Source: an optimization exercise on an open RTL-to-GDS flow (aim: small area and a short achievable clock period). Production flows keep margins and buffers that such runs may drop. In this exercise RTL edits were held to simulation tests only and were not proved equivalent to the original. Power is estimated from default activity; no workload was simulated.

==> flow/flow/run.sh <==
#!/bin/bash
# Standard ORFS layout, with plain buffers on the ports, a clock tree with
# larger sink clusters and no dummy loads, and repair_timing aiming further
# below the clock period.
set -euo pipefail
bash standard.sh "BUFFER_PORTS_ARGS=-buffer_cell sky130_fd_sc_hd__buf_2" \
  "CTS_ARGS=-sink_clustering_enable -repair_clock_nets -sink_clustering_size 25 -sink_clustering_max_diameter 80 -buf_list sky130_fd_sc_hd__clkbuf_16 -dont_use_dummy_load" \
  SETUP_SLACK_MARGIN=7.0 finish > standard_flow.log 2>&1
==> flow/standard.sh <==
#!/bin/bash
# synth_recipe.tcl (not shown) runs the flow's synth.tcl, then flattens the netlist and writes it again
# the make line also repeats each setting of config.mk as NAME=value (left out here)
make -C /OpenROAD-flow-scripts/flow DESIGN_CONFIG=/design/flow/config.mk WORK_HOME=/design/flow/orfs CLKGATE_MAP_FILE= SYNTH_SCRIPT=/design/flow/synth_recipe.tcl "${@:-finish}"
==> flow/config.mk <==
export PLATFORM = sky130hd
export DESIGN_NAME = vm5f_core
export DESIGN_NICKNAME = vm5f_core
export VERILOG_FILES = /design/flow/design.v
export SDC_FILE = /design/flow/constraint.sdc
export NUM_CORES = 4
export LEC_CHECK = 0
export CAP_MARGIN = 20
export CORE_MARGIN = 2
export CORE_UTILIZATION = 40
export SLEW_MARGIN = 20
export SYNTH_HIERARCHICAL = 1
export SYNTH_MINIMUM_KEEP_SIZE = 0
==> flow/constraint.sdc <==
create_clock -name core_clock -period 10.0 [get_ports {clk}]
set_input_delay 2.0000 -clock core_clock [delete_from_list [all_inputs] [get_ports {clk}]]
set_output_delay 2.0000 -clock core_clock [all_outputs]
set_load 0.01 [all_outputs]
==> flow/design.v <==
module vm5f_core (
    input  wire         clk,
    input  wire         rst,             
    input  wire         rx_valid,
    input  wire [7:0]   rx_data,
    input  wire         rx_last,
    output wire         rx_ready,
    output reg          rsp_valid,
    output wire [2:0]   rsp_err,
    output wire [7:0]   rsp_addr,
    output wire [7:0]   rsp_cmd,
    output wire [7:0]   rsp_len,
    output wire [7:0]   rsp_chk,
    output wire [7:0]   rsp_chk_calc,
    output reg          rsp_chk_ok,
    output reg          rsp_tag,
    output reg  [2:0]   last_err,
    input  wire         enc_valid,
    output reg          enc_ready,
    input  wire [7:0]   enc_cmd,
    input  wire [7:0]   enc_addr,
    input  wire [4:0]   enc_n,
    input  wire [207:0] enc_payload,     
    output reg          tx_valid,
    output reg  [7:0]   tx_data,
    output reg          tx_last,
    input  wire         tx_ready,
    output reg          refused,
    input  wire         tick,            
    input  wire         ovr_n,           
    output reg          act,             
    output reg  [1:0]   ls,
    output reg  [3:0]   fifo_count,
    output reg  [7:0]   cur_ant,
    output reg  [15:0]  cur_pc,
    output reg  [95:0]  cur_epc
);
    localparam [7:0] HEAD        = 8'hA0;
    localparam       NSLOT       = 11;
    localparam [6:0] POLL_MS     = 7'd100;
    localparam [11:0] RELOCK_MS  = 12'd4000;
    localparam [1:0] LS_IDLE    = 2'd0;
    localparam [1:0] LS_ENGAGED = 2'd1;
    localparam [1:0] LS_WAIT    = 2'd2;
    localparam [1:0] LS_RELOCK  = 2'd3;
    localparam [2:0] E_OK        = 3'd0;
    localparam [2:0] E_TOOSHORT  = 3'd1;
    localparam [2:0] E_BADHEADER = 3'd2;
    localparam [2:0] E_LENGTH    = 3'd3;
    reg  [4:0]   p;             
    reg          hdr_ok;        
    reg          len_bad;       
    reg  [4:0]   len;           
    reg  [7:0]   addr;
    reg  [7:0]   cmd;
    reg  [7:0]   nsum;          
    reg  [7:0]   bq;            
    reg          aq;            
    reg  [7:0]   chk;           
    reg          got_chk;       
    reg  [1:0]   ls_n;          
    reg          rdy;           
    wire         pend = !rdy;
    wire         rx_acc    = rx_valid && rdy;
    wire         chunk_end = rx_acc && rx_last;
    wire         p0     = (p == 5'd0);
    wire         p_ge2  = (p[4:1] != 4'd0);
    wire         is_chk = p_ge2 && !got_chk && ({1'b0, p} == {1'b0, len} + 6'd1);
    wire         in_sum = !p_ge2 || !(got_chk || is_chk);
    reg  [2:0]   n_err;
    always @(*) begin
        if (p < 5'd4)
            n_err = E_TOOSHORT;
        else if (!hdr_ok)
            n_err = E_BADHEADER;
        else if (len_bad || !(got_chk || is_chk))
            n_err = E_LENGTH;
        else
            n_err = E_OK;
    end
    wire         n_tag   = (n_err == E_OK) && (len >= 5'd18);
    wire         new_tag = chunk_end && n_tag;
    wire [7:0]   nsum_all = nsum - (aq ? bq : 8'd0);
    always @(posedge clk) begin
        if (rst) begin
            p <= 5'd0;
        end else if (rx_acc) begin
            p <= rx_last ? 5'd0 : (p == 5'd31) ? p : p + 5'd1;
        end
        if (rx_acc) begin
            if (p0) begin
                hdr_ok  <= (rx_data == HEAD);
                got_chk <= 1'b0;
            end
            if (p == 5'd1) begin
                len_bad <= (rx_data < 8'd3) || (rx_data > 8'd30);
            end
            if (is_chk)
                got_chk <= 1'b1;
        end
        bq   <= rx_data;
        aq   <= rx_acc && in_sum;
        nsum <= (rx_acc && p0) ? 8'd0 : nsum_all;
    end
    always @(posedge clk) begin
        if (rst) begin
            rsp_valid <= 1'b0;
            last_err  <= E_OK;
        end else begin
            rsp_valid <= chunk_end;
            if (chunk_end)
                last_err <= n_err;
        end
    end
    wire [4:0]   len_d;
    wire [7:0]   addr_d, cmd_d, chk_d;
    wire [1:0]   rsp_d;
    wire         ld_len  = rx_acc && (p == 5'd1);
    wire         ld_addr = rx_acc && (p == 5'd2);
    wire         ld_cmd  = rx_acc && (p == 5'd3);
    wire         ld_chk  = rx_acc && is_chk;
    vm5f_hold #(.W(5)) u_len  (.d(rx_data[4:0]), .q(len),  .en(ld_len),  .en_n(!ld_len),  .y(len_d));
    vm5f_hold #(.W(8)) u_addr (.d(rx_data),      .q(addr), .en(ld_addr), .en_n(!ld_addr), .y(addr_d));
    vm5f_hold #(.W(8)) u_cmd  (.d(rx_data),      .q(cmd),  .en(ld_cmd),  .en_n(!ld_cmd),  .y(cmd_d));
    vm5f_hold #(.W(8)) u_chk  (.d(rx_data),      .q(chk),  .en(ld_chk),  .en_n(!ld_chk),  .y(chk_d));
    vm5f_hold #(.W(2)) u_rsp  (.d({(is_chk ? rx_data : chk) == nsum_all, n_tag}),
                               .q({rsp_chk_ok, rsp_tag}),
                               .en(chunk_end), .en_n(!chunk_end), .y(rsp_d));
    always @(posedge clk) begin
        len  <= len_d;
        addr <= addr_d;
        cmd  <= cmd_d;
        chk  <= chk_d;
        {rsp_chk_ok, rsp_tag} <= rsp_d;
    end
    assign rsp_err      = last_err;
    assign rsp_addr     = addr;
    assign rsp_cmd      = cmd;
    assign rsp_len      = {3'b000, len};
    assign rsp_chk      = chk;
    assign rsp_chk_calc = nsum;
    assign rx_ready     = rdy;
    reg  [NSLOT*120-1:0] mem;   
    integer s, b;   
    reg  [3:0]   wr;
    reg  [3:0]   rd;
    wire want_push = new_tag || pend;
    wire do_push   = want_push && (fifo_count != 4'd10);
    wire do_pop    = (ls == LS_IDLE) && (fifo_count != 4'd0);
    wire pend_next = want_push && (fifo_count == 4'd10);
    wire [3:0] rd_n = !do_pop ? rd : (rd == NSLOT - 1) ? 4'd0 : rd + 4'd1;
    wire [3:0] cnt_k = do_pop ? fifo_count - 4'd1 : fifo_count;    
    wire [3:0] cnt_p = do_pop ? fifo_count : fifo_count + 4'd1;    
    wire [NSLOT*15-1:0]  we;
    wire [NSLOT*120-1:0] mem_d;
    genvar gw, gb, gk;
    generate
        for (gw = 0; gw < NSLOT; gw = gw + 1) begin : g_ws
            for (gb = 0; gb < 15; gb = gb + 1) begin : g_wb
                assign we[15*gw + gb] = (wr == gw) && (p == gb + 4);
                for (gk = 0; gk < 8; gk = gk + 1) begin : g_wk
                    vm5f_hold #(.W(1)) u_hold (
                        .d(rx_data[gk]), .q(mem[120*gw + 8*gb + gk]),
                        .en(we[15*gw + gb]), .en_n(!we[15*gw + gb]),
                        .y(mem_d[120*gw + 8*gb + gk]));
                end
            end
        end
    endgenerate
    always @(posedge clk)
        mem <= mem_d;
    always @(posedge clk) begin
        if (rst)
            rdy <= 1'b1;
        else
            rdy <= !pend_next;
    end
    always @(posedge clk) begin
        if (rst) begin
            wr         <= 4'd0;
            rd         <= 4'd0;
            fifo_count <= 4'd0;
        end else begin
            if (do_push)
                wr <= (wr == NSLOT - 1) ? 4'd0 : wr + 4'd1;
            rd <= rd_n;
            fifo_count <= do_push ? cnt_p : cnt_k;
        end
    end
    reg  [NSLOT-1:0] rsel;
    reg              rhold;
    wire             idle_n = rst || (ls_n == LS_IDLE);
    always @(posedge clk) begin
        for (s = 0; s < NSLOT; s = s + 1)
            rsel[s] <= idle_n && ((rst ? 4'd0 : rd_n) == s);
        rhold <= !idle_n;
    end
    wire [119:0] cur  = {cur_ant, cur_pc, cur_epc};
    reg  [119:0] cur_d;
    always @(*) begin
        cur_d = cur & {120{rhold}};
        for (s = 0; s < NSLOT; s = s + 1)
            for (b = 0; b < 15; b = b + 1)
                cur_d[119 - 8*b -: 8] = cur_d[119 - 8*b -: 8] | (mem[120*s + 8*b +: 8] & {8{rsel[s]}});
    end
    always @(posedge clk) begin
        cur_ant <= cur_d[119:112];
        cur_pc  <= cur_d[111:96];
        cur_epc <= cur_d[95:0];
    end
    reg  [11:0]  cnt;
    wire         cnt_zero = (cnt == 12'd0);
    always @(*) begin
        ls_n = ls;
        case (ls)
            LS_IDLE:    if (do_pop) ls_n = LS_ENGAGED;
            LS_ENGAGED: ls_n = LS_WAIT;
            LS_WAIT:    if (cnt_zero && !ovr_n) ls_n = LS_RELOCK;
            LS_RELOCK:  if (cnt_zero) ls_n = LS_IDLE;
        endcase
    end
    always @(posedge clk) begin
        if (rst) begin
            ls  <= LS_IDLE;
            act <= 1'b0;
        end else begin
            ls  <= ls_n;
            act <= (ls_n != LS_IDLE);
        end
        case (ls)
            LS_ENGAGED: cnt <= 12'd0;
            LS_WAIT: begin
                if (cnt_zero)
                    cnt <= ovr_n ? {5'd0, POLL_MS} : RELOCK_MS;
                else if (tick)
                    cnt <= cnt - 12'd1;
            end
            LS_RELOCK: begin
                if (!cnt_zero && tick)
                    cnt <= cnt - 12'd1;
            end
            default: ;
        endcase
    end
    reg  [4:0]   e_idx;         
    reg  [7:0]   e_nsum;        
    wire [4:0]   nx_idx  = e_idx + 5'd1;
    wire [4:0]   pl_idx  = e_idx - 5'd3;    
    wire [7:0]   nx_nsum = e_nsum - tx_data;
    reg  [4:0]   n_q;           
    wire         nx_last = (pl_idx == n_q);
    wire [28:0]  e_oh;
    genvar ge;
    generate
        for (ge = 0; ge < 29; ge = ge + 1) begin : g_eoh
            assign e_oh[ge] = (e_idx == ge);
        end
    endgenerate
    reg  [7:0]   nx_body;
    integer k;
    always @(*) begin
        nx_body = (({3'b000, n_q} + 8'd3) & {8{e_oh[0]}})
                | (enc_addr & {8{e_oh[1]}})
                | (enc_cmd  & {8{e_oh[2]}});
        for (k = 0; k < 26; k = k + 1)
            nx_body = nx_body | (enc_payload[8*k +: 8] & {8{e_oh[k+3]}});
    end
    wire [7:0]   nx_data = nx_last ? nx_nsum : nx_body;
    wire take_req  = enc_ready && enc_valid;
    wire busy_next = tx_valid ? !(tx_ready && tx_last) : (take_req && enc_n <= 5'd26);
    always @(posedge clk) begin
        if (rst) begin
            tx_valid  <= 1'b0;
            enc_ready <= 1'b1;
            refused   <= 1'b0;
        end else begin
            tx_valid  <= busy_next;
            enc_ready <= !busy_next && !pend_next;
            if (take_req && enc_n > 5'd26)
                refused <= 1'b1;
        end
        if (!tx_valid) begin
            n_q     <= enc_n;
            tx_data <= HEAD;
            tx_last <= 1'b0;
            e_idx   <= 5'd0;
            e_nsum  <= 8'd0;
        end else if (tx_ready) begin
            tx_data <= nx_data;
            tx_last <= nx_last;
            e_idx   <= nx_idx;
            e_nsum  <= nx_nsum;
        end
    end
endmodule
module vm5f_hold #(parameter W = 8) (
    input  wire [W-1:0] d,
    input  wire [W-1:0] q,
    input  wire         en,
    input  wire         en_n,
    output wire [W-1:0] y
);
    assign y = (d & {W{en}}) | (q & {W{en_n}});
endmodule
==> results of run 1 <==
-- how the worst max path moves through the flow --
stage / end / slack (ns)
4_1_cts: fifo_count[3]$_SDFFE_PP0P_ / 6.50
6_report: fifo_count[3]$_SDFFE_PP0P_ / 6.53
5_1_grt: fifo_count[3]$_SDFFE_PP0P_ / 6.40
3_3_place_gp: rsp_chk_ok$_DFF_P_ / 5.52
3_5_place_dp: mem[68]$_DFF_P_ / 5.53
2_1_floorplan: fifo_count[3]$_SDFFE_PP0P_ / 5.95
-- cell families (layout without fill, tap and decap cells) --
group	Yosys count	count (layout)	share of synthesized area
fa+ha+maj	34	34	0.00781
other cells	1	13	0.0000654
buf+inv	457	864	0.0315
mux	36	36	0.00637
flops	1569	1569	0.551
simple gates	628	628	0.0521
xor+xnor	49	49	0.00749
compound gates	2281	2281	0.343
-- per-layer routing --
metal | global-route usage | routed length [um]
met4 | 0.0899 | 7090
met3 | 0.0398 | 16800
met2 | 0.443 | 97600
met1 | 0.398 | 94900
met5 | 0 | 0
-- placed cells by master, fill, tap and decap left out, types with 25 or more instances in the layout --
master        n
a221oi_1    373
o21ai_0      29
buf_6       194
buf_4       129
nor3_1       25
ha_1         26
xnor2_1      28
dfxtp_1    1354
clkbuf_16    86
nand3_1     136
a21oi_1      32
mux2i_1      32
a22oi_1      42
nand2_1     225
inv_1       206
buf_2       237
a22o_1     1727
dfxtp_2     125
nor2_1       97
dfxtp_4      70
-- critical path, delay by kind of cell, from the launching register on --
family	cells	cell delay [ns]
adders and majority gates	1	0.26
xor gates and xnor gates	3	0.55
and+or+nand+nor	5	0.63
DFF	1	0.65
AOI/OAI and AO/OA	4	1.26
-- sequential cells by signal, summed over array words and instances (netlist names), 11 cells and up --
| register | count |
|---|---|
| mem | 1320 |
| cur_epc | 96 |
| cur_pc | 16 |
| cnt | 12 |
| rsel | 11 |
-- metrics by stage --
stage           util  power (mW)
2_1_floorplan      -        7.18
3_3_place_gp   0.434        7.73
3_5_place_dp   0.434        7.73
4_1_cts        0.463        11.2
5_1_grt        0.466        11.5
6_report       0.466        11.2
-- final cells by class --
class                           instances  area share
Antenna cell                            8    0.000303
Clock buffer                           79      0.0299
Inverter                              208      0.0118
Multi-Input combinational cell       3033       0.367
Sequential cell                      1569       0.484
Tap cell                             1890      0.0358
Timing Repair Buffer                  577      0.0711
-- power by group through the flow --
stage | clock network (mW) | logic, mW | registers [mW]
5_1_grt | 3.68 | 1.26 | 6.60
2_1_floorplan | 0 | 0.601 | 6.58
3_5_place_dp | 0 | 1.00 | 6.73
4_1_cts | 3.47 | 1.13 | 6.58
3_3_place_gp | 0 | 1.00 | 6.72
6_report | 3.41 | 1.19 | 6.59
-- repair_timing --
| action | CTS | global route |
|---|---|---|
| resized for setup | 488 | 37 |
| cloned | 2 | 4 |
| pin swaps | 8 | 18 |
| endpoints found under the setup margin | 519 | 399 |
| buffers inserted | 62 | 16 |
==> metrics.md, run 1 <==
| Metric | Value |
|---|---|
| CP peak stage delay | 0.65 ns |
| Layout area overhead | 15.3% |
| Post-synth top cells | 1727 x a22o_1, 1549 x dfxtp_1, 379 x a221oi_1 |
| Post-synthesis sequential area ratio | 0.551 |
| CTS tree | done |
| Number of CTS-inserted buffers | 79 |
| TNS Setup | 0 ns |
| Most used DFF post-synth | dfxtp_1 |
| Req. time, crit path | 10.55 ns |
| Peak VDD IR | 0.152 mV |
| DRC viols | 0 |
| Final Max Slew Viols | 0 |
| Most numerous cell in the Yosys netlist | a22o_1 |
| Fill cells | between 10000 and 15000 |
| Yosys top cell by area | dfxtp_1 |
| Rel. slew slack | 0.211 |
| GRT Total Usage | 0.282 |
| CTS Sinks | 1569 |
| Num ports | 434 |
| Final Hold Vio Count | 0 |
| Vias per cell | approximately 6.5 |
| Post-synth top area share | 0.541 |
| Share of total power in the clock network | 0.305 |
| Initial DRC Count | roughly 4900 |
| Post-DP Area | 0.0616 sq mm |
| Worst Hold Depth | 2 |
| Routed wire length | 216 mm |
| Non-Filler Instances | 7364 |
| First-pass iteration count of the detailed router | 5 |
| Final Skew | between 0.06 and 0.07 ns |
| Initial Utilization | 0.404 |
| WL/cell | slightly below 30 um |
| Fin crit share | 0.347 |
| Clock Tree Root | clkbuf_16 |
| Post-DP HPWL | between 100 and 150 mm |
| I/O Buffers | around 430 |
| Period minus WS final | 3.47 ns |
| Internal power | 8.20 mW |
| Rows | between 100 and 150 |
| RSZ-0062 raised after global routing | yes |
| Number of synthesized register bits | 1569 |
| Worst R2R Setup Slack | 6.53 ns |
| Initial antenna violation count | 9 |
| Hold EP | cur_epc[50]$_DFF_P_ |
| DIE WIDTH | roughly 380 um |
| Worst Min Path Start | mem[426]$_DFF_P_ |
| Post-synth EDFFs | 20 |
| Worst setup margin | 6.53 ns |
| Lkg Pwr | between 20 and 30 nW |
| Final instance area | around 0.066 sq mm |
| Cell variety after synth | 72 |
| Max-cap violations | 0 |
| Count of final setup violators | 0 |
| Pwr Density | around 170 mW/mm^2 |
| Place WS | 5.53 ns |
| Final GP Congestion | between 0.9 and 1 |
| Crit path arrival time | approximately 4.0 ns |
| WS Path Type | reg -> reg |
| Slowest CP cell | dfxtp_1 |
| Core ar. | 0.142 sq mm |
| Synth area leaders | dfxtp_1 54%, a22o_1 26%, a221oi_1 5.8%, nand2_1 1.5%, inv_1 1.4% |
| Switching part of the total | 0.267 |
| Clock Latency Late Sink | 0.73 ns |
| Die H | 383 um |
| Max Fclk | 0.288 GHz |
| Storage cell area | 0.0320 sq mm |
| Avg Cell Area, Syn | 11.3 sq um |
| Outcome | timing/DRC/antenna clean |
| Synth Cell Area | around 0.057 sq mm |
| Layout cells sized above 1 | 0.168 |
| Largest net degree at the start of global routing | 85 |
| Area taken by multi-input logic gates | 0.0242 sq mm |
| Flop pwr share | 0.589 |
| Reg2reg end | fifo_count[3]$_SDFFE_PP0P_ |
| Placed Cells incl. Taps | ~7200 |
| CP Capture Type | flip-flop |
| Reg2reg path depth | 13 |
| Reg-to-reg startpoint | p[3]$_SDFFE_PP0P_ |
| Yosys warnings | 7 |
| Antenna violation net count after detailed routing | 0 |
| Vias in the first global route | 46500 |
| Combinational share of power | 0.106 |
| Final #Nets | 5747 |
| Min-delay worst type | reg -> reg |
| Die area | between 0.1 and 0.15 sq mm |
| Syn Inst Count | 5055 |
| CP startpoint | p[3]$_SDFFE_PP0P_ |
| Deepest clock path buffer count | 3 |
| Via count | ~48000 |
| Slew @ Worst Pin | 1.18 ns |
| CP Launch Type | flip-flop |
| Clock transition at path regs | around 0.10 ns |
| # hold bufs at CTS | 0 |
| CP Cell Sequence | xor2_1, xnor2_1, o41a_1, o41ai_4, nand2_2, ha_4, a21o_1, a21o_1, nand3_1, nor4_2, nor3_1, xor2_1, nor2_1 |
| Worst hold slack | 0.470 ns |
| Switching Power | 2.98 mW |
| Synth async-reset ratio | 0 |
| Crit Path Max Fanout | 10 |
| GRT overflow | 0 |
| First-pass GRT wire length | around 320 mm |
| # H-tree levels | 3 |
==> inputs of run 2 (changes only) <==
--- a/flow/design.v
+++ b/flow/design.v
@@ -153,2 +153,8 @@
     wire [3:0] cnt_p = do_pop ? fifo_count : fifo_count + 4'd1;    
+    reg  [3:0]   wq_slot;
+    reg  [4:0]   wq_pos;
+    always @(posedge clk) begin
+        wq_slot <= wr;
+        wq_pos  <= rst ? 5'd0 : p;
+    end
     wire [NSLOT*15-1:0]  we;
@@ -159,6 +165,6 @@
             for (gb = 0; gb < 15; gb = gb + 1) begin : g_wb
-                assign we[15*gw + gb] = (wr == gw) && (p == gb + 4);
+                assign we[15*gw + gb] = (wq_slot == gw) && (wq_pos == gb + 4);
                 for (gk = 0; gk < 8; gk = gk + 1) begin : g_wk
                     vm5f_hold #(.W(1)) u_hold (
-                        .d(rx_data[gk]), .q(mem[120*gw + 8*gb + gk]),
+                        .d(bq[gk]), .q(mem[120*gw + 8*gb + gk]),
                         .en(we[15*gw + gb]), .en_n(!we[15*gw + gb]),
@@ -198,9 +204,15 @@
     wire [119:0] cur  = {cur_ant, cur_pc, cur_epc};
-    reg  [119:0] cur_d;
-    always @(*) begin
-        cur_d = cur & {120{rhold}};
-        for (s = 0; s < NSLOT; s = s + 1)
-            for (b = 0; b < 15; b = b + 1)
-                cur_d[119 - 8*b -: 8] = cur_d[119 - 8*b -: 8] | (mem[120*s + 8*b +: 8] & {8{rsel[s]}});
-    end
+    wire [119:0] cur_d;
+    wire [11:0]  csel = {rhold, rsel};
+    genvar gc, gi;
+    generate
+        for (gc = 0; gc < 120; gc = gc + 1) begin : g_cur
+            wire [11:0] cand;
+            for (gi = 0; gi < NSLOT; gi = gi + 1) begin : g_c
+                assign cand[gi] = mem[120*gi + 8*(14 - gc/8) + gc%8];
+            end
+            assign cand[11] = cur[gc];
+            vm5f_sel12 u_sel (.d(cand), .s(csel), .y(cur_d[gc]));
+        end
+    endgenerate
     always @(posedge clk) begin
@@ -304 +316,28 @@
 endmodule
+module vm5f_sel12 (
+    input  wire [11:0] d,
+    input  wire [11:0] s,
+    output wire        y
+);
+    wire [3:0] t;
+    genvar i;
+    generate
+        for (i = 0; i < 4; i = i + 1) begin : g_aoi
+            vm5f_aoi222 u_aoi (.d(d[3*i +: 3]), .s(s[3*i +: 3]), .y_n(t[i]));
+        end
+    endgenerate
+    vm5f_nand4 u_nand (.a(t), .y(y));
+endmodule
+module vm5f_aoi222 (
+    input  wire [2:0] d,
+    input  wire [2:0] s,
+    output wire       y_n
+);
+    assign y_n = ~|(d & s);
+endmodule
+module vm5f_nand4 (
+    input  wire [3:0] a,
+    output wire       y
+);
+    assign y = ~&a;
+endmodule
--- a/flow/flow/run.sh
+++ b/flow/flow/run.sh
@@ -7,2 +7,2 @@
   "CTS_ARGS=-sink_clustering_enable -repair_clock_nets -sink_clustering_size 25 -sink_clustering_max_diameter 80 -buf_list sky130_fd_sc_hd__clkbuf_16 -dont_use_dummy_load" \
-  SETUP_SLACK_MARGIN=7.0 finish > standard_flow.log 2>&1
+  SETUP_SLACK_MARGIN=6.5 finish > standard_flow.log 2>&1
==> metrics.md, run 2 <==
| Metric | Value |
|---|---|
| Outcome | timing/DRC/antenna clean |
| Largest net degree at the start of global routing | 78 |
| XOR/XNOR Fraction of Synth Area | 0.00811 |
| Synth Cell Area | approximately 0.056 sq mm |
| CP Cell Sequence | buf_2, nand3_4, o41a_1, o41ai_4, o31a_2, inv_4, ha_4, a21o_1, a21oi_2, nor2_1, mux2i_1, xor2_1, nor2_1 |
| WS Path Type | in -> reg |
| Most numerous cell in the Yosys netlist | dfxtp_1 |
| CP Capture Type | flip-flop |
| Period minus WS final | 3.48 ns |
| Die H | 379 um |
| CP Launch Type | input pin |
| Final Max Slew Viols | 0 |
| Pwr Density | 176 mW/mm^2 |
| Max Fclk | 0.287 GHz |
| Post-synthesis sequential area ratio | 0.564 |
| Reg2reg path depth | 15 |
| Final #Nets | 5409 |
| Vias in the first global route | 43600 |
| Num ports | 434 |
| Rows | 137 |
| CTS tree | done |
| Crit path arrival time | 4.03 ns |
| Post-synth top area share | 0.554 |
| Synth async-reset ratio | 0 |
| Core ar. | 0.140 sq mm |
| Area taken by multi-input logic gates | 0.0227 sq mm |
| Most used DFF post-synth | dfxtp_1 |
| First-pass GRT wire length | roughly 280 mm |
| Worst path buffer plus inverter count | 2 |
| DIE WIDTH | 379 um |
| Yosys top cell by area | dfxtp_1 |
| Deepest clock path buffer count | 3 |
| Total power | 10.9 mW |
| Worst Min Path Start | wr[3]$_SDFFE_PP0P_ |
| WL/cell | about 27 um |
| Simple-gate share of the synthesized area | 0.0556 |
| Fin crit share | 0.348 |
| Cell variety after synth | 76 |
| Die area | 0.144 sq mm |
| Final GP Congestion | 0.958 |
| Reg2reg end | fifo_count[3]$_SDFFE_PP0P_ |
| Yosys warnings | 7 |
| RSZ-0062 raised after global routing | yes |
| Initial DRC Count | 7288 |
| CTS Sinks | ~1600 |
| Delay-heaviest family, CP | compound AO/OA/AOI/OAI gates |
| Slowest CP cell | o41a_1 |
| Initial antenna violation count | 6 |
| Worst Hold Depth | 0 |
| Antenna violation net count after detailed routing | 0 |
| Clock transition at path regs | 0.09 ns |
| Min-delay worst type | reg -> reg |
| Layout cells sized above 1 | 0.122 |
| Most frequent cells in the layout | 1532 x dfxtp_1, 1369 x a22o_1, 487 x a222oi_1 |
| Via count | between 40000 and 50000 |
| Storage cell area | 0.0319 sq mm |
| Crit Path Max Fanout | 10 |
| Count of final setup violators | 0 |
| Vias per cell | 6.50 |
| Max-cap violations | 0 |
| Largest register by flop count | mem |
| # H-tree levels | 3 |
| Slew @ Worst Pin | 1.17 ns |
| Hold EP | wq_slot[3]$_DFF_P_ |
| Reg-to-reg startpoint | len[0]$_DFF_P_ |
| Most used cell, CP | nor2_1 |
| Fill cells | 13000 |
| # hold bufs at CTS | 0 |
| Number of synthesized register bits | around 1600 |
| Clock Latency Late Sink | ~0.71 ns |
| Largest family of logic cells by synthesized area | compound AO/OA/AOI/OAI gates |
| TNS Setup | 0 ns |
| Largest register FFs | roughly 1300 |
| Req. time, crit path | 10.54 ns |
| Compound-Gate Fraction of Synth Area | 0.323 |
| I/O Buffers | 428 |
| Post-synth top cells | 1558 x dfxtp_1, 1369 x a22o_1, 487 x a222oi_1 |
| Lkg Pwr | approximately 25 nW |
| Avg Cell Area, Syn | 11.8 sq um |
| CP peak stage delay | about 0.38 ns |
| Synth area leaders | dfxtp_1 55%, a22o_1 21%, a222oi_1 8.7%, buf_4 1.7%, nand4_1 1.6% |
| Initial Utilization | 0.403 |
| Final Skew | 0.0621 ns |
| Number of CTS-inserted buffers | 79 |
| Post-synth EDFFs | 20 |
| Layout area overhead | 10.5% |
| Syn Inst Count | around 4800 |
| Clock Tree Root | clkbuf_16 |
| Routed wire length | a little under 200 mm |
| DRC viols | 0 |
| GRT Total Usage | 0.255 |
| Final Hold Vio Count | 0 |
| Post-Synth Adder-Cell Area | 0.00773 |
| Largest regs | mem (1320), cur_epc (96), cur_pc (16) |
| First-pass iteration count of the detailed router | 12 |
| Worst R2R Setup Slack | 6.72 ns |
| Peak VDD IR | ~0.13 mV |
| Rel. slew slack | 0.223 |
| Post-DP HPWL | 119 mm |
| GRT overflow | 0 |
| Mux contribution to synthesized area | 0.00466 |
| Most common cell after layout, fill and taps aside | dfxtp_1 |
-- run 2: cell types whose count changed after synthesis, moves of 117 or more --
cell	change
a222oi_1	+482
buf_4	+121
a221oi_1	-361
clkbuf_1	-149
nand4_1	+117
nand3_1	-119
a22o_1	-358
-- run 2: final cells by class --
class	count	share of cell area
Clock buffer	79	0.0318
Inverter	202	0.0122
Timing Repair Buffer	487	0.0421
Sequential cell	1578	0.512
Tap cell	1876	0.0377
Multi-Input combinational cell	2783	0.364
Antenna cell	4	0.000161
-- run 2: metal layers --
layer / part of all wire / up-vias / GRT usage
met3: 0.094 / 298 / 0.0513
met1: 0.44 / 22800 / 0.373
met5: 0 / - / 0
li1: - / 20300 / -
met4: 0.029 / 0 / 0.0730
met2: 0.43 / 2193 / 0.380
-- run 2: modules after synthesis (local to each module, per instance), a selection --
module | cell area [sq um] | flops+latches
vm5f_core | 38900 | 1578
vm5f_aoi222 | 10.0 | 0
vm5f_nand4 | 6.26 | 0
-- run 2: how the worst max path moves through the flow --
| stage | start | cells past startpoint | end |
|---|---|---|---|
| floorplan | rx_last | 13 | fifo_count[3]$_SDFFE_PP0P_ |
| global placement | rx_last | 12 | fifo_count[3]$_SDFFE_PP0P_ |
| detailed placement | rx_last | 12 | fifo_count[3]$_SDFFE_PP0P_ |
| CTS | fifo_count[0]$_SDFFE_PP0P_ | 1 | fifo_count[0] |
| global route | rx_last | 13 | fifo_count[3]$_SDFFE_PP0P_ |
| finish | rx_last | 13 | fifo_count[3]$_SDFFE_PP0P_ |
-- run 2: timing repair --
| item | CTS | global route |
|---|---|---|
| endpoints found under the setup margin | 7 | 5 |
| gates cloned | 0 | 0 |
| pin swaps | 1 | 0 |
| setup buffers | 2 | 1 |
| resized for setup | 6 | 4 |
-- run 2: per-stage QoR --
step                utilization  setup WS [ns]  instance area, sq um  hold WS (ns)  instances
finish                    0.446           6.52                 62200         0.418       7009
global placement          0.431           5.44                 60100         0.377       6921
global route              0.445           6.39                 62200         0.425       7007
detailed placement        0.431           5.44                 60200         0.375       6922
floorplan                     -           6.09                 56400         0.355       4766
CTS                       0.445           6.50                 62200         0.414       7003
-- run 2: logic make-up (layout without fill, tap and decap cells) --
kind of cell,after synthesis,in the layout
adders and majority gates,33,33
and+or+nand+nor,626,626
xor gates and xnor gates,50,50
DFF,1578,1578
other,1,9
AOI/OAI and AO/OA,2043,2043
muxes,26,26
buffers and inverters,405,768
-- run 2: where the power goes --
| part | switching (mW) | internal, mW | leakage [nW] |
|---|---|---|---|
| registers | 0.254 | 6.39 | 12.8 |
| logic | 0.599 | 0.289 | 11.2 |
| clock network | 1.98 | 1.42 | 0.974 |
==> inputs of run 3 (changes only) <==
--- a/flow/flow/run.sh
+++ b/flow/flow/run.sh
@@ -7,2 +7,2 @@
   "CTS_ARGS=-sink_clustering_enable -repair_clock_nets -sink_clustering_size 25 -sink_clustering_max_diameter 80 -buf_list sky130_fd_sc_hd__clkbuf_16 -dont_use_dummy_load" \
-  SETUP_SLACK_MARGIN=6.5 finish > standard_flow.log 2>&1
+  SETUP_SLACK_MARGIN=7.0 finish > standard_flow.log 2>&1
==> metrics.md, run 3 <==
| Metric | Value |
|---|---|
| Clock Latency Late Sink | a little over 0.7 ns |
| Rows | approximately 140 |
| Core ar. | about 0.14 sq mm |
| Largest regs | mem (1320), cur_epc (96), cur_pc (16) |
| DIE WIDTH | roughly 380 um |
| Post-synth EDFFs | 20 |
| Vias per cell | 6.51 |
| WL/cell | between 20 and 30 um |
| Most Crowded Layer GR | met2 |
| Initial antenna violation count | 5 |
| First-pass iteration count of the detailed router | 13 |
| Most frequent cells in the layout | 1369 x a22o_1, 1354 x dfxtp_1, 487 x a222oi_1 |
| Final Max Slew Viols | 0 |
| Reg-to-reg startpoint | len[2]$_DFF_P_ |
| Most used DFF post-synth | dfxtp_1 |
| First-pass GRT wire length | 297 mm |
| Synth Cell Area | 0.0563 sq mm |
| Largest register FFs | ~1300 |
| Num ports | 434 |
| CP Capture Type | flip-flop |
| GRT overflow | 0 |
| Placed Cells incl. Taps | 6918 |
| Antenna violation net count after detailed routing | 0 |
| Rel. slew slack | 0.242 |
| Worst Hold Depth | 0 |
| Outcome | timing/DRC/antenna clean |
| Post-synth top area share | 0.554 |
| Mux contribution to synthesized area | 0.00466 |
| Layout cells sized above 1 | 0.174 |
| Final #Nets | 5475 |
| Worst Min Path Start | wr[3]$_SDFFE_PP0P_ |
| Initial Utilization | 0.403 |
| Clock transition at path regs | ~0.1 ns |
| Peak VDD IR | 0.110 mV |
| Crit Path Max Fanout | 3 |
| Max-cap violations | 0 |
| Worst R2R Setup Slack | 6.88 ns |
| Yosys top cell by area | dfxtp_1 |
| TNS Setup | 0 ns |
| Largest net degree at the start of global routing | 79 |
| Fill cells | 12800 |
| Post-Synth Adder-Cell Area | 0.00773 |
| CP startpoint | rx_last |
| Clock Tree Root | clkbuf_16 |
| Pwr Density | 173 mW/mm^2 |
| Period minus WS final | between 3 and 4 ns |
| I/O Buffers | 428 |
| Post-synth top cells | 1558 x dfxtp_1, 1369 x a22o_1, 487 x a222oi_1 |
| GRT Total Usage | 0.268 |
| DRC viols | 0 |
| Vias in the first global route | 43600 |
| CP Launch Type | input pin |
| Layout area overhead | 14.7% |
| Cell variety after synth | 76 |
| Lkg Pwr | 25.6 nW |
| Hold EP | wq_slot[3]$_DFF_P_ |
| Post-DP Area | 0.0602 sq mm |
| WS Path Type | in -> reg |
| Reg2reg path depth | 15 |
| Most numerous cell in the Yosys netlist | dfxtp_1 |
| GR Layer Usage met2 | 0.405 |
| Avg Cell Area, Syn | 11.8 sq um |
| Compound-Gate Fraction of Synth Area | 0.323 |
| Deepest clock path buffer count | 3 |
| Largest register by flop count | mem |
| Post-DP HPWL | between 100 and 150 mm |
| Met1 Resource Use GR | 0.397 |
| Synth async-reset ratio | 0 |
| Final Skew | 0.0690 ns |
| # hold bufs at CTS | 0 |
| Fin crit share | 0.332 |
| Number of synthesized register bits | 1578 |
| Routed wire length | 202 mm |
| Crit path arrival time | ~3.8 ns |
| Req. time, crit path | 10.52 ns |
| Final instance area | 0.0646 sq mm |
| Slew @ Worst Pin | ~1.1 ns |
| CTS tree | done |
| GR met3 Demand/Resource | 0.0422 |
| Yosys warnings | 7 |
| Most common cell after layout, fill and taps aside | a22o_1 |
| Die H | 379 um |
| Max Fclk | 0.301 GHz |
| Count of final setup violators | 0 |
| Die area | 0.144 sq mm |
| CTS Sinks | between 1500 and 2000 |
| Finished Core Util | 0.463 |
| Min-delay worst type | reg -> reg |
| # H-tree levels | 3 |
| Syn Inst Count | 4762 |
| Initial DRC Count | around 7000 |
| RSZ-0062 raised after global routing | yes |
| Largest family of logic cells by synthesized area | compound AO/OA/AOI/OAI gates |
| Final GP Congestion | 0.993 |
| Via count | 46100 |
| Non-Filler Instances | slightly above 7000 |
| Number of CTS-inserted buffers | 83 |
| Post-synthesis sequential area ratio | 0.564 |
| XOR/XNOR Fraction of Synth Area | 0.00811 |
| Synth area leaders | dfxtp_1 55%, a22o_1 21%, a222oi_1 8.7%, buf_4 1.7%, nand4_1 1.6% |
| Simple-gate share of the synthesized area | 0.0556 |
| Final Hold Vio Count | 0 |
| Reg2reg end | fifo_count[3]$_SDFFE_PP0P_ |
-- run 3: worst max-delay path, cell delays in order --
cell,delay [ns]
buf_8,0.08
nand3_4,0.09
o41a_1,0.36
o41ai_4,0.08
o31a_2,0.25
inv_4,0.05
ha_4,0.20
a21o_1,0.17
a21oi_2,0.13
nor2_1,0.05
mux2i_1,0.18
xor2_1,0.15
nor2_1,0.05
-- run 3: timing repair --
action / 4_1_cts / 5_1_grt
cloned: 0 / 0
setup buffers: 51 / 19
pin swaps: 8 / 19
setup endpoints to repair: 331 / 446
gates resized for setup: 498 / 28
-- run 3: worst max path at each step --
stage	cells after the start	end	slack (ns)
after floorplan	13	fifo_count[3]$_SDFFE_PP0P_	6.09
after global placement	12	fifo_count[3]$_SDFFE_PP0P_	5.42
after detailed placement	12	fifo_count[3]$_SDFFE_PP0P_	5.47
after CTS	13	fifo_count[3]$_SDFFE_PP0P_	6.59
after global routing	13	fifo_count[3]$_SDFFE_PP0P_	6.60
final	13	fifo_count[3]$_SDFFE_PP0P_	6.68
-- run 3: per-layer routing --
| layer | vias up | wire (um) | share of wire |
|---|---|---|---|
| li1 | 20400 | - | - |
| met1 | 23100 | 91100 | 0.45 |
| met2 | 2278 | 89100 | 0.44 |
| met3 | 249 | 17300 | 0.086 |
| met4 | 0 | 4560 | 0.023 |
| met5 | - | 0 | 0 |
-- run 3: cell type report --
| type | count | area [sq um] | share of cell area |
|---|---|---|---|
| antenna | 3 | 7.51 | 0.000116 |
| inverter | 202 | 761 | 0.0118 |
| sequential | 1578 | 32200 | 0.499 |
| multi-input combinational | 2783 | 22900 | 0.354 |
| timing repair buffer | 549 | 4370 | 0.0676 |
| clock buffer | 83 | 2080 | 0.0321 |
| tap | 1876 | 2350 | 0.0363 |
-- run 3: power by group --
group	switching [mW]	internal (mW)	total [mW]	leakage (nW)
combinational	0.637	0.385	1.02	11.7
sequential	0.260	6.39	6.65	12.9
clock	2.01	1.48	3.50	1.02
total	2.91	8.26	11.2	25.6
-- run 3: Yosys stat by module (local to each module, per instance), excerpt --
module | times used | cells inside | flops+latches | area [sq um]
vm5f_aoi222 | 480 | 1 | 0 | 10.0
vm5f_nand4 | 120 | 1 | 0 | 6.26
vm5f_core | 1 | 2805 | 1578 | 38900
-- run 3: logic make-up after synthesis --
| family | count (synthesis) |
|---|---|
| compound gates | 2043 |
| flops | 1578 |
| fa+ha+maj | 33 |
| mux | 26 |
| xor+xnor | 50 |
| buf+inv | 405 |
| other cells | 1 |
| simple gates | 626 |
-- run 3: through the flow --
step,setup WS [ns],total power [mW],hold slack (ns)
global route,6.60,11.5,0.370
CTS,6.59,11.2,0.363
detailed placement,5.47,7.65,0.411
finish,6.68,11.2,0.371
floorplan,6.09,7.18,0.355
global placement,5.42,7.65,0.409
==> inputs of run 4 (changes only) <==
--- a/flow/design.v
+++ b/flow/design.v
@@ -147,3 +147,6 @@
     wire want_push = new_tag || pend;
-    wire do_push   = want_push && (fifo_count != 4'd10);
+    wire full      = (fifo_count == 4'd10);
+    wire do_push;
+    vm5f_ao31 u_push (.a({rx_valid, rx_last, rdy && n_tag && !full}),
+                      .b(pend && !full), .y(do_push));
     wire do_pop    = (ls == LS_IDLE) && (fifo_count != 4'd0);
@@ -151,2 +154,6 @@
     wire [3:0] rd_n = !do_pop ? rd : (rd == NSLOT - 1) ? 4'd0 : rd + 4'd1;
+    wire [3:0] wr_inc = (wr == NSLOT - 1) ? 4'd0 : wr + 4'd1;
+    wire [3:0] wr_nx, cnt_nx;
+    vm5f_mux #(.W(4)) u_wr  (.s(do_push), .a(wr_inc), .b(wr), .y(wr_nx));
+    vm5f_mux #(.W(4)) u_cnt (.s(do_push), .a(cnt_p), .b(cnt_k), .y(cnt_nx));
     wire [3:0] cnt_k = do_pop ? fifo_count - 4'd1 : fifo_count;    
@@ -189,6 +196,5 @@
         end else begin
-            if (do_push)
-                wr <= (wr == NSLOT - 1) ? 4'd0 : wr + 4'd1;
+            wr <= wr_nx;
             rd <= rd_n;
-            fifo_count <= do_push ? cnt_p : cnt_k;
+            fifo_count <= cnt_nx;
         end
@@ -343 +349,16 @@
 endmodule
+module vm5f_mux #(parameter W = 4) (
+    input  wire         s,
+    input  wire [W-1:0] a,
+    input  wire [W-1:0] b,
+    output wire [W-1:0] y
+);
+    assign y = s ? a : b;
+endmodule
+module vm5f_ao31 (
+    input  wire [2:0] a,
+    input  wire       b,
+    output wire       y
+);
+    assign y = (&a) | b;
+endmodule
--- a/flow/config.mk
+++ b/flow/config.mk
@@ -9,3 +9,3 @@
 export CORE_MARGIN = 2
-export CORE_UTILIZATION = 40
+export CORE_UTILIZATION = 60
 export SLEW_MARGIN = 20
==> metrics.md, run 4 <==
| Metric | Value |
|---|---|
| Req. time, crit path | 10.49 ns |
| Final Hold Vio Count | 0 |
| CP Cell Sequence | buf_2, a222oi_1, nor3_1, a221oi_1, nand4_1, or4_4, o211ai_1, o32ai_1 |
| Num ports | 434 |
| Most common cell after layout, fill and taps aside | a22o_1 |
| I/O Buffers | 428 |
| Die area | 0.0972 sq mm |
| CP Capture Type | flip-flop |
| Switching part of the total | 0.263 |
| Final #Nets | 5538 |
| Fin crit share | 0.328 |
| Max-cap violations | 0 |
| Outcome | timing/DRC/antenna clean |
| Non-Filler Instances | 6520 |
| Initial Utilization | 0.607 |
| Reg2reg path depth | 8 |
| Yosys warnings | 7 |
| # H-tree levels | 3 |
| Rows | about 110 |
| Delay-heaviest family, CP | compound AO/OA/AOI/OAI gates |
| Antenna violation net count after detailed routing | 0 |
| Largest net degree at the start of global routing | 89 |
| Levels on crit path | 8 |
| Number of synthesized register bits | 1578 |
| DIE WIDTH | a little over 300 um |
| DRC viols | 0 |
| Largest family of logic cells by synthesized area | compound AO/OA/AOI/OAI gates |
| Slowest CP cell | or4_4 |
| Number of CTS-inserted buffers | 74 |
| Vias per cell | 7.28 |
| Compound-Gate Fraction of Synth Area | 0.321 |
| Initial DRC Count | 8473 |
| Core ar. | 0.0936 sq mm |
| Simple-gate share of the synthesized area | 0.0567 |
| First-pass iteration count of the detailed router | 13 |
| WS Path Type | in -> reg |
| Yosys top cell by area | dfxtp_1 |
| Flop pwr share | 0.598 |
| CP Launch Type | input pin |
| Rel. slew slack | 0.134 |
| Mux contribution to synthesized area | 0.00912 |
| Clock Tree Root | clkbuf_16 |
| Post-synthesis sequential area ratio | 0.560 |
| Pwr Density | 173 mW/mm^2 |
| Reg2reg end | tx_data[3]$_SDFFE_PN0P_ |
| Share of total power in the clock network | 0.294 |
| Synth async-reset ratio | 0 |
| Synth Cell Area | 0.0568 sq mm |
| Post-synth top area share | 0.549 |
| Routed wire length | 192 mm |
| Post-synth top cells | 1558 x dfxtp_1, 1358 x a22o_1, 482 x a222oi_1 |
| CP startpoint | enc_payload[142] |
| Slew @ Worst Pin | roughly 1.3 ns |
| Clock Latency Late Sink | 0.67 ns |
| Via count | 47500 |
| CTS Sinks | 1578 |
| Count of final setup violators | 0 |
| Deepest clock path buffer count | 3 |
| RSZ-0062 raised after global routing | yes |
| Layout area overhead | 12.8% |
| Most used DFF post-synth | dfxtp_1 |
| Combinational share of power | 0.108 |
| Worst Setup EP | tx_data[6]$_SDFFE_PN0P_ |
| TNS Setup | 0 ns |
| Worst R2R Setup Slack | just under 7 ns |
| Lkg Pwr | 25.6 nW |
| Internal power | about 8 mW |
| Clock transition at path regs | 0.09 ns |
| CP peak stage delay | 0.45 ns |
| Post-synth EDFFs | 20 |
| Crit Path Max Fanout | 1 |
| Final Max Slew Viols | 0 |
| Final GP Congestion | 1.01 |
| # hold bufs at CTS | 0 |
| Worst path buffer plus inverter count | 1 |
| First-pass GRT wire length | 285 mm |
| WL/cell | 29.4 um |
| Min-delay worst type | reg -> reg |
| Largest register by flop count | mem |
| Layout cells sized above 1 | 0.176 |
| Largest regs | mem (1320), cur_epc (96), cur_pc (16) |
| Vias in the first global route | between 40000 and 50000 |
| Post-DP HPWL | roughly 120 mm |
| Syn Inst Count | 4817 |
| Post-Synth Adder-Cell Area | 0.00753 |
| CTS tree | done |
| Reg-to-reg startpoint | e_idx[2]$_SDFFE_PN0P_ |
| Placed Cells incl. Taps | 6352 |
| Period minus WS final | 3.28 ns |
| Most frequent cells in the layout | 1358 x a22o_1, 1352 x dfxtp_1, 482 x a222oi_1 |
| Synth area leaders | dfxtp_1 55%, a22o_1 21%, a222oi_1 8.5%, buf_4 1.7%, nand2_1 1.5% |
| Initial antenna violation count | 7 |
| Max Fclk | 0.304 GHz |
| Crit path arrival time | 3.77 ns |
| Switching Power | 2.91 mW |
| XOR/XNOR Fraction of Synth Area | 0.00863 |
| Most numerous cell in the Yosys netlist | dfxtp_1 |
| Avg Cell Area, Syn | 11.8 sq um |
| GRT Total Usage | 0.374 |
| Peak VDD IR | ~0.18 mV |
| Die H | 312 um |
| Largest register FFs | 1320 |
| Final Skew | 0.0558 ns |
| Cell variety after synth | 90 |
| GRT overflow | 0 |
[run 4: cell type report]
class | count | area [sq um]
Timing Repair Buffer | 570 | 4540
Fill cell | 7095 | 29600
Tap cell | 1254 | 1570
Clock buffer | 74 | 1850
Sequential cell | 1578 | 32200
Antenna cell | 8 | 20.0
Inverter | 205 | 773
Multi-Input combinational cell | 2831 | 23100
[run 4: modules after synthesis (local to each module, per instance), excerpt]
module,copies in the design,flip-flops and latches,cell area [sq um],cells inside
vm5f_ao31,1,0,8.76,1
vm5f_aoi222,480,0,10.0,1
vm5f_core,1,1578,39300,2851
vm5f_nand4,120,0,6.26,1
[run 4: metrics by stage]
stage | worst slack (ns) | total power, mW | utilization | cell area, sq um | hold WS, ns
2_1_floorplan | 6.58 | 7.30 | - | 56900 | 0.383
3_3_place_gp | 6.12 | 7.75 | 0.638 | 59800 | 0.415
3_5_place_dp | 6.11 | 7.77 | 0.639 | 59800 | 0.413
4_1_cts | 6.78 | 11.0 | 0.680 | 63700 | 0.427
5_1_grt | 6.64 | 11.4 | 0.684 | 64000 | 0.445
6_report | 6.72 | 11.1 | 0.684 | 64100 | 0.424
[run 4: power groups by stage]
stage	registers, mW	clock network, mW	logic, mW
floorplan	6.81	0	0.493
global placement	6.77	0	0.979
detailed placement	6.77	0	0.996
CTS	6.62	3.29	1.13
global route	6.64	3.51	1.26
finish	6.63	3.26	1.19
[run 4: timing repair]
action,CTS,global route
gates resized for setup,448,22
setup endpoints to repair,207,320
endpoints found under the hold margin,0,0
pin swaps,0,10
setup buffers,61,25
[run 4: logic make-up after synthesis]
family                   after synthesis
flip-flops                          1578
AO/OA/AOI/OAI                       2051
adder cells (fa/ha/maj)               33
AND/OR/NAND/NOR                      639
buffers and inverters                412
multiplexers                          47
other                                  1
XOR/XNOR                              56
[run 4: how the worst min path moves through the flow]
stage                          start            endpoint  slack, ns  cells past startpoint
floorplan           wr[3]$_SDFF_PP0_  wq_slot[3]$_DFF_P_       0.38                      0
global placement    wr[2]$_SDFF_PP0_  wq_slot[2]$_DFF_P_       0.42                      0
detailed placement  wr[2]$_SDFF_PP0_  wq_slot[2]$_DFF_P_       0.41                      0
CTS                 wr[2]$_SDFF_PP0_  wq_slot[2]$_DFF_P_       0.43                      0
global route        wr[2]$_SDFF_PP0_  wq_slot[2]$_DFF_P_       0.44                      0
finish              wr[2]$_SDFF_PP0_  wq_slot[2]$_DFF_P_       0.42                      0
[run 4: layer usage]
layer | global-route usage | up-vias | part of all wire
li1 | - | 20700 | -
met1 | 0.546 | 23500 | 0.42
met2 | 0.554 | 2937 | 0.44
met3 | 0.0787 | 333 | 0.11
met4 | 0.115 | 2 | 0.029
met5 | 0 | - | 0.000042
==> inputs of run 5 (changes only) <==
--- a/flow/config.mk
+++ b/flow/config.mk
@@ -9,3 +9,3 @@
 export CORE_MARGIN = 2
-export CORE_UTILIZATION = 60
+export CORE_UTILIZATION = 40
 export SLEW_MARGIN = 20
==> metrics.md, run 5 <==
| Metric | Value |
|---|---|
| Outcome | timing/DRC/antenna clean |
| Crit path arrival time | 1.28 ns |
| Fin crit share | 0.328 |
| Synth async-reset ratio | 0 |
| Most numerous cell in the Yosys netlist | dfxtp_1 |
| Clock transition at path regs | 0.10 ns |
| First-pass iteration count of the detailed router | 11 |
| Slew @ Worst Pin | 1.18 ns |
| TNS Setup | 0 ns |
| Most frequent cells in the layout | 1358 x a22o_1, 1356 x dfxtp_1, 482 x a222oi_1 |
| Post-DP HPWL | between 100 and 150 mm |
| Most common cell after layout, fill and taps aside | a22o_1 |
| CP peak stage delay | 0.43 ns |
| Post-synth top area share | 0.549 |
| Rel. slew slack | 0.215 |
| Largest net degree at the start of global routing | 81 |
| Antenna violation net count after detailed routing | 0 |
| CTS Sinks | 1578 |
| Most used DFF post-synth | dfxtp_1 |
| Routed wire length | 196 mm |
| Max-cap violations | 0 |
| Vias in the first global route | 44500 |
| CP Cell Sequence | buf_6 |
| Max Fclk | 0.305 GHz |
| Routed wl met2 | 87.2 mm |
| Delay-heaviest family, CP | flip-flops |
| Largest regs | mem (1320), cur_epc (96), cur_pc (16) |
| Layout area overhead | 14.5% |
| Slowest CP cell | dfxtp_4 |
| Worst path buffer plus inverter count | 1 |
| CTS tree | done |
| Die H | 381 um |
| Initial Utilization | 0.402 |
| Synth Cell Area | 0.0568 sq mm |
| Peak VDD IR | 0.136 mV |
| First-pass GRT wire length | 292 mm |
| Largest register FFs | about 1300 |
| Routed met3 length | between 15 and 20 mm |
| Final GP Congestion | 0.958 |
| Final instance area | 0.0650 sq mm |
| Largest register by flop count | mem |
| Syn Inst Count | 4817 |
| Period minus WS final | roughly 3.3 ns |
| Count of final setup violators | 0 |
| Final Skew | 0.0776 ns |
| GRT Total Usage | 0.257 |
| Number of CTS-inserted buffers | 81 |
| DRC viols | 0 |
| Layout cells sized above 1 | 0.175 |
| Post-DP Area | 0.0606 sq mm |
| Final Max Slew Viols | 0 |
| Crit Path Max Fanout | 2 |
| M1 WL | 86.4 mm |
| Clock Tree Root | clkbuf_16 |
| Pwr Density | ~170 mW/mm^2 |
| Final #Nets | 5537 |
| Initial DRC Count | 6599 |
| Post-synthesis sequential area ratio | 0.560 |
| GRT overflow | 0 |
| DIE WIDTH | around 380 um |
| Final Hold Vio Count | 0 |
| CP Capture Type | primary output |
| Total power | 11.2 mW |
| WL/cell | 27.4 um |
| Initial antenna violation count | 6 |
| # H-tree levels | 3 |
| Clock Latency Late Sink | 0.74 ns |
| Core ar. | 0.141 sq mm |
| WS Path Type | reg -> out |
| # hold bufs at CTS | 0 |
| Min-delay worst type | reg -> reg |
| Synth area leaders | dfxtp_1 55%, a22o_1 21%, a222oi_1 8.5%, buf_4 1.7%, nand2_1 1.5% |
| RSZ-0062 raised after global routing | yes |
| Via count | 46300 |
| Yosys top cell by area | dfxtp_1 |
| Req. time, crit path | about 8.0 ns |
| Yosys warnings | 7 |
| Finished Core Util | 0.460 |
| Top Metal Used | met5 |
| Cell variety after synth | 90 |
| Die area | 0.145 sq mm |
| Lkg Pwr | 25.6 nW |
| Number of synthesized register bits | 1578 |
| Avg Cell Area, Syn | 11.8 sq um |
| I/O Buffers | 428 |
| Post-synth EDFFs | 20 |
| Vias per cell | between 6 and 7 |
| Rows | 138 |
| Deepest clock path buffer count | 3 |
| CP Launch Type | flip-flop |
| Num ports | 434 |
| Post-synth top cells | 1558 x dfxtp_1, 1358 x a22o_1, 482 x a222oi_1 |
-- run 5: repair_timing --
action / CTS / global route
pin swaps: 0 / 10
endpoints found under the setup margin: 325 / 692
buffers inserted: 57 / 25
gates resized for setup: 486 / 19
-- run 5: worst paths after layout --
check	cells past startpoint	endpoint	startpoint	slack (ns)
worst max-delay path	1	cur_epc[65]	cur_epc[65]$_DFF_P_	6.72
worst min-delay path	0	wq_slot[0]$_DFF_P_	wr[0]$_SDFF_PP0_	0.45
worst max register to register	11	rsp_chk_ok$_DFF_P_	aq$_DFF_P_	6.87
worst min register to register	0	wq_slot[0]$_DFF_P_	wr[0]$_SDFF_PP0_	0.45
-- run 5: logic make-up after synthesis --
| logic type | count (synthesis) | share of synthesized area |
|---|---|---|
| AOI/OAI and AO/OA | 2051 | 0.321 |
| xor gates and xnor gates | 56 | 0.00863 |
| adders and majority gates | 33 | 0.00753 |
| buffers and inverters | 412 | 0.0374 |
| DFF | 1578 | 0.560 |
| muxes | 47 | 0.00912 |
| other | 1 | 0.0000660 |
| and+or+nand+nor | 639 | 0.0567 |
-- run 5: Yosys stat by module (local to each module, per instance), a selection --
| module | cell area [sq um] | cells inside | flip-flops and latches |
|---|---|---|---|
| vm5f_core | 39300 | 2851 | 1578 |
| vm5f_aoi222 | 10.0 | 1 | 0 |
| vm5f_ao31 | 8.76 | 1 | 0 |
| vm5f_nand4 | 6.26 | 1 | 0 |
-- run 5: where the power goes --
part	internal (mW)	total, mW	switching, mW	leakage, nW
combinational	0.432	1.14	0.705	11.8
sequential	6.40	6.67	0.273	12.9
clock	1.45	3.44	1.99	0.998
-- run 5: metal layers --
layer  track usage  vias to the layer above
met5             0                        -
met4        0.0792                        2
met3        0.0451                      284
met2         0.391                     2253
met1         0.370                    23100
li1              -                    20700
-- run 5: stage by stage --
stage	worst slack, ns	std cells	hold WS [ns]
after floorplan	6.58	4821	0.383
after global placement	6.07	6984	0.433
after detailed placement	6.07	6984	0.441
after CTS	6.69	7122	0.451
after global routing	6.68	7151	0.467
final	6.72	7151	0.450
-- run 5: area by class of cell --
class	count	area [sq um]
inverter	205	771
tap	1890	2360
antenna	4	10.0
clock buffer	81	2030
timing repair buffer	562	4440
fill	13200	76200
sequential	1578	32200
multi-input combinational	2831	23200
==> inputs of run 6 (changes only) <==
--- a/flow/flow/run.sh
+++ b/flow/flow/run.sh
@@ -7,2 +7,2 @@
   "CTS_ARGS=-sink_clustering_enable -repair_clock_nets -sink_clustering_size 25 -sink_clustering_max_diameter 80 -buf_list sky130_fd_sc_hd__clkbuf_16 -dont_use_dummy_load" \
-  SETUP_SLACK_MARGIN=7.0 finish > standard_flow.log 2>&1
+  SETUP_SLACK_MARGIN=7.3 finish > standard_flow.log 2>&1
==> metrics.md, run 6 <==
| Metric | Value |
|---|---|
| Slew @ Worst Pin | 1.22 ns |
| DIE WIDTH | 381 um |
| Internal power | 8.27 mW |
| Synth async-reset ratio | 0 |
| Clock transition at path regs | 0.10 ns |
| Core ar. | between 0.1 and 0.15 sq mm |
| Final #Nets | 5551 |
| Post-synthesis sequential area ratio | 0.560 |
| Routed wire length | 200 mm |
| Vias per cell | 6.53 |
| WS Path Type | reg -> out |
| Finished Core Util | 0.463 |
| Largest register FFs | 1320 |
| GR Layer Usage met2 | 0.388 |
| Worst path buffer plus inverter count | 1 |
| Peak VDD IR | around 0.12 mV |
| Share of total power in the clock network | 0.299 |
| Max-cap violations | 0 |
| CP peak stage delay | 0.45 ns |
| First-pass iteration count of the detailed router | 11 |
| Non-Filler Instances | 7169 |
| # H-tree levels | 3 |
| Largest net degree at the start of global routing | 81 |
| Post-synth top area share | 0.549 |
| Layout area overhead | 15.1% |
| Min-delay worst type | reg -> reg |
| Mux contribution to synthesized area | 0.00912 |
| Combinational share of power | 0.116 |
| Largest family of logic cells by synthesized area | compound AO/OA/AOI/OAI gates |
| CP Launch Type | flip-flop |
| Clock Latency Late Sink | 0.70 ns |
| CP Capture Type | primary output |
| Synth area leaders | dfxtp_1 55%, a22o_1 21%, a222oi_1 8.5%, buf_4 1.7%, nand2_1 1.5% |
| Synth Cell Area | 0.0568 sq mm |
| Place WS | 6.28 ns |
| Num ports | 434 |
| Most common cell after layout, fill and taps aside | a22o_1 |
| Syn Inst Count | roughly 4800 |
| Outcome | timing/DRC/antenna clean |
| CP Cell Sequence | buf_6 |
| Period minus WS final | 3.31 ns |
| Slowest CP cell | dfxtp_4 |
| Number of synthesized register bits | 1578 |
| Die area | 0.145 sq mm |
| Largest regs | mem (1320), cur_epc (96), cur_pc (16) |
| Clock Tree Root | clkbuf_16 |
| Final Max Slew Viols | 0 |
| DRC viols | 0 |
| Post-Synth Adder-Cell Area | 0.00753 |
| GRT overflow | 0 |
| Switching part of the total | 0.265 |
| GR met3 Demand/Resource | 0.0472 |
| Reg2reg end | tx_data[6]$_SDFFE_PN0P_ |
| Req. time, crit path | approximately 8.0 ns |
| Count of final setup violators | 0 |
| Largest register by flop count | mem |
| RSZ-0062 raised after global routing | yes |
| Final Skew | 0.0692 ns |
| XOR/XNOR Fraction of Synth Area | 0.00863 |
| Worst Hold Depth | 0 |
| Pwr Density | 172 mW/mm^2 |
| Worst R2R Setup Slack | around 7.1 ns |
| Met1 Resource Use GR | 0.381 |
| Rows | 138 |
| Final Hold Vio Count | 0 |
| Layout cells sized above 1 | 0.187 |
| Number of CTS-inserted buffers | 77 |
| Fill cells | 13100 |
| Deepest clock path buffer count | 3 |
| Compound-Gate Fraction of Synth Area | 0.321 |
| Rel. slew slack | 0.186 |
| Crit Path Max Fanout | 2 |
| Die H | approximately 380 um |
| Antenna violation net count after detailed routing | 0 |
| Worst setup margin | 6.69 ns |
| Most numerous cell in the Yosys netlist | dfxtp_1 |
| Most frequent cells in the layout | 1358 x a22o_1, 1354 x dfxtp_1, 482 x a222oi_1 |
| Most Crowded Layer GR | met2 |
| Vias in the first global route | 44300 |
| Post-synth top cells | 1558 x dfxtp_1, 1358 x a22o_1, 482 x a222oi_1 |
| Most used DFF post-synth | dfxtp_1 |
| Reg2reg path depth | 9 |
| I/O Buffers | 428 |
| Final GP Congestion | between 0.9 and 1 |
| Placed Cells incl. Taps | ~7000 |
| Lkg Pwr | between 20 and 30 nW |
| Worst Min Path Start | wr[2]$_SDFF_PP0_ |
| Delay-heaviest family, CP | flip-flops |
| Simple-gate share of the synthesized area | 0.0567 |
| Initial DRC Count | 6768 |
| Reg-to-reg startpoint | e_idx[1]$_SDFFE_PN0P_ |
| Cell variety after synth | 90 |
| GRT Total Usage | 0.260 |
| Post-synth EDFFs | 20 |
| Fin crit share | 0.331 |
| CTS tree | done |
| Avg Cell Area, Syn | 11.8 sq um |
| Initial antenna violation count | 12 |
| Yosys top cell by area | dfxtp_1 |
| Max Fclk | about 0.30 GHz |
| # hold bufs at CTS | 0 |
| Hold EP | wq_slot[2]$_DFF_P_ |
| Switching Power | 2.99 mW |
| Initial Utilization | 0.402 |
| Flop pwr share | 0.585 |
| Yosys warnings | 7 |
| Via count | 46800 |
| First-pass GRT wire length | approximately 300 mm |
| WL/cell | around 28 um |
| TNS Setup | 0 ns |
| Post-DP HPWL | 121 mm |
| CTS Sinks | ~1600 |
| Crit path arrival time | 1.31 ns |
==> run 6: cell count changes in the layout (fill, tap and decap cells not counted), moves of 5 or more <==
cell / change
dfxtp_2: +22
dfxtp_4: -20
buf_4: +10
buf_12: +9
mux2_2: -7
mux2_4: +7
nor2_1: -7
buf_6: +6
nor2b_1: -6
buf_2: -5
ha_1: -5
==> run 6: final cells by class <==
type,instances,area (sq um),area share
Sequential cell,1578,32200,0.492
Timing Repair Buffer,580,4670,0.0713
Antenna cell,8,20.0,0.000306
Clock buffer,77,1930,0.0295
Multi-Input combinational cell,2831,23500,0.359
Inverter,205,772,0.0118
Tap cell,1890,2360,0.0362
==> run 6: kinds of logic (layout without fill, tap and decap cells) <==
kind of cell,count (synthesis),count (layout)
compound gates,2051,2051
mux,47,47
flops,1578,1578
buf+inv,412,862
xor+xnor,56,56
fa+ha+maj,33,33
other cells,1,13
simple gates,639,639
==> run 6: layer usage <==
| metal | routed length, um | part of all wire |
|---|---|---|
| met3 | 17700 | 0.089 |
| met5 | 22 | 0.00011 |
| met2 | 86800 | 0.43 |
| met1 | 89200 | 0.45 |
| met4 | 6050 | 0.030 |
==> run 6: how the worst max path moves through the flow <==
| stage | start | end | slack (ns) | cells after the start |
|---|---|---|---|---|
| floorplan | enc_payload[142] | tx_data[6]$_SDFFE_PN0P_ | 6.58 | 7 |
| detailed placement | enc_payload[198] | tx_data[6]$_SDFFE_PN0P_ | 6.28 | 7 |
| global placement | enc_payload[142] | tx_data[6]$_SDFFE_PN0P_ | 6.24 | 8 |
| global route | cur_epc[66]$_DFF_P_ | cur_epc[66] | 6.66 | 1 |
| CTS | cur_epc[66]$_DFF_P_ | cur_epc[66] | 6.66 | 1 |
| finish | cur_epc[66]$_DFF_P_ | cur_epc[66] | 6.69 | 1 |
==> run 6: what timing repair did <==
| item | CTS | global route |
|---|---|---|
| resized for setup | 492 | 63 |
| setup endpoints to repair | 533 | 675 |
| pin swaps | 21 | 19 |
| buffers inserted | 74 | 26 |
==> run 6: through the flow <==
stage	hold slack (ns)	area, sq um	power, mW
finish	0.437	65400	11.3
floorplan	0.383	57000	7.31
global placement	0.400	60600	7.78
CTS	0.427	64900	11.3
detailed placement	0.412	60600	7.79
global route	0.439	65400	11.6
==> run 6: power by group through the flow <==
stage	sequential [mW]	clock, mW	combinational [mW]
after floorplan	6.81	0	0.503
after global placement	6.75	0	1.03
after detailed placement	6.75	0	1.05
after CTS	6.58	3.44	1.24
after global routing	6.60	3.64	1.39
final	6.58	3.37	1.30
==> run 6: per-module statistics from Yosys, one instance, submodules excluded, a selection <==
| module | cells | flops+latches | cell area [sq um] |
|---|---|---|---|
| vm5f_core | 2851 | 1578 | 39300 |
| vm5f_aoi222 | 1 | 0 | 10.0 |
| vm5f_nand4 | 1 | 0 | 6.26 |
| vm5f_ao31 | 1 | 0 | 8.76 |

[afterwards: timing with drivers on the ports]
The flow's constraints put no driver on any port. The routed layouts listed below were extracted and timed again, unchanged, in two steps. Step 1, drivers: a clkbuf_16 drives clk and a buf_2 each remaining input, both assumed. Step 2 moves the port delays by t, midway between the first and last clock arrival at a register: inputs arrive t later, outputs are due t later. That takes back most of the time a late clock gives input paths. Slacks: no drivers / after step 1 / after step 2; pairs: no drivers / after step 1.
| run | t (ns) | setup slack, ns | worst hold slack (ns) |
|---|---|---|---|
| run 1 | 0.738 | 6.526 / 6.526 / 5.872 | 0.470 / 0.470 / 0.470 |
| run 2 | 0.752 | 6.517 / 6.453 / 5.701 | 0.418 / 0.418 / 0.418 |
| run 3 | 0.743 | 6.681 / 6.605 / 5.862 | 0.371 / 0.371 / 0.371 |
| run 4 | 0.726 | 6.716 / 6.730 / 6.048 | 0.424 / 0.424 / 0.424 |
| run 5 | 0.777 | 6.722 / 6.643 / 6.279 | 0.450 / 0.450 / 0.450 |
| run 6 | 0.756 | 6.687 / 6.611 / 6.192 | 0.437 / 0.437 / 0.437 |
After both steps every run listed still meets setup and hold. The setup slack of run 3, which loses most, moves by -0.076 ns with the drivers and by -0.819 ns with both steps.
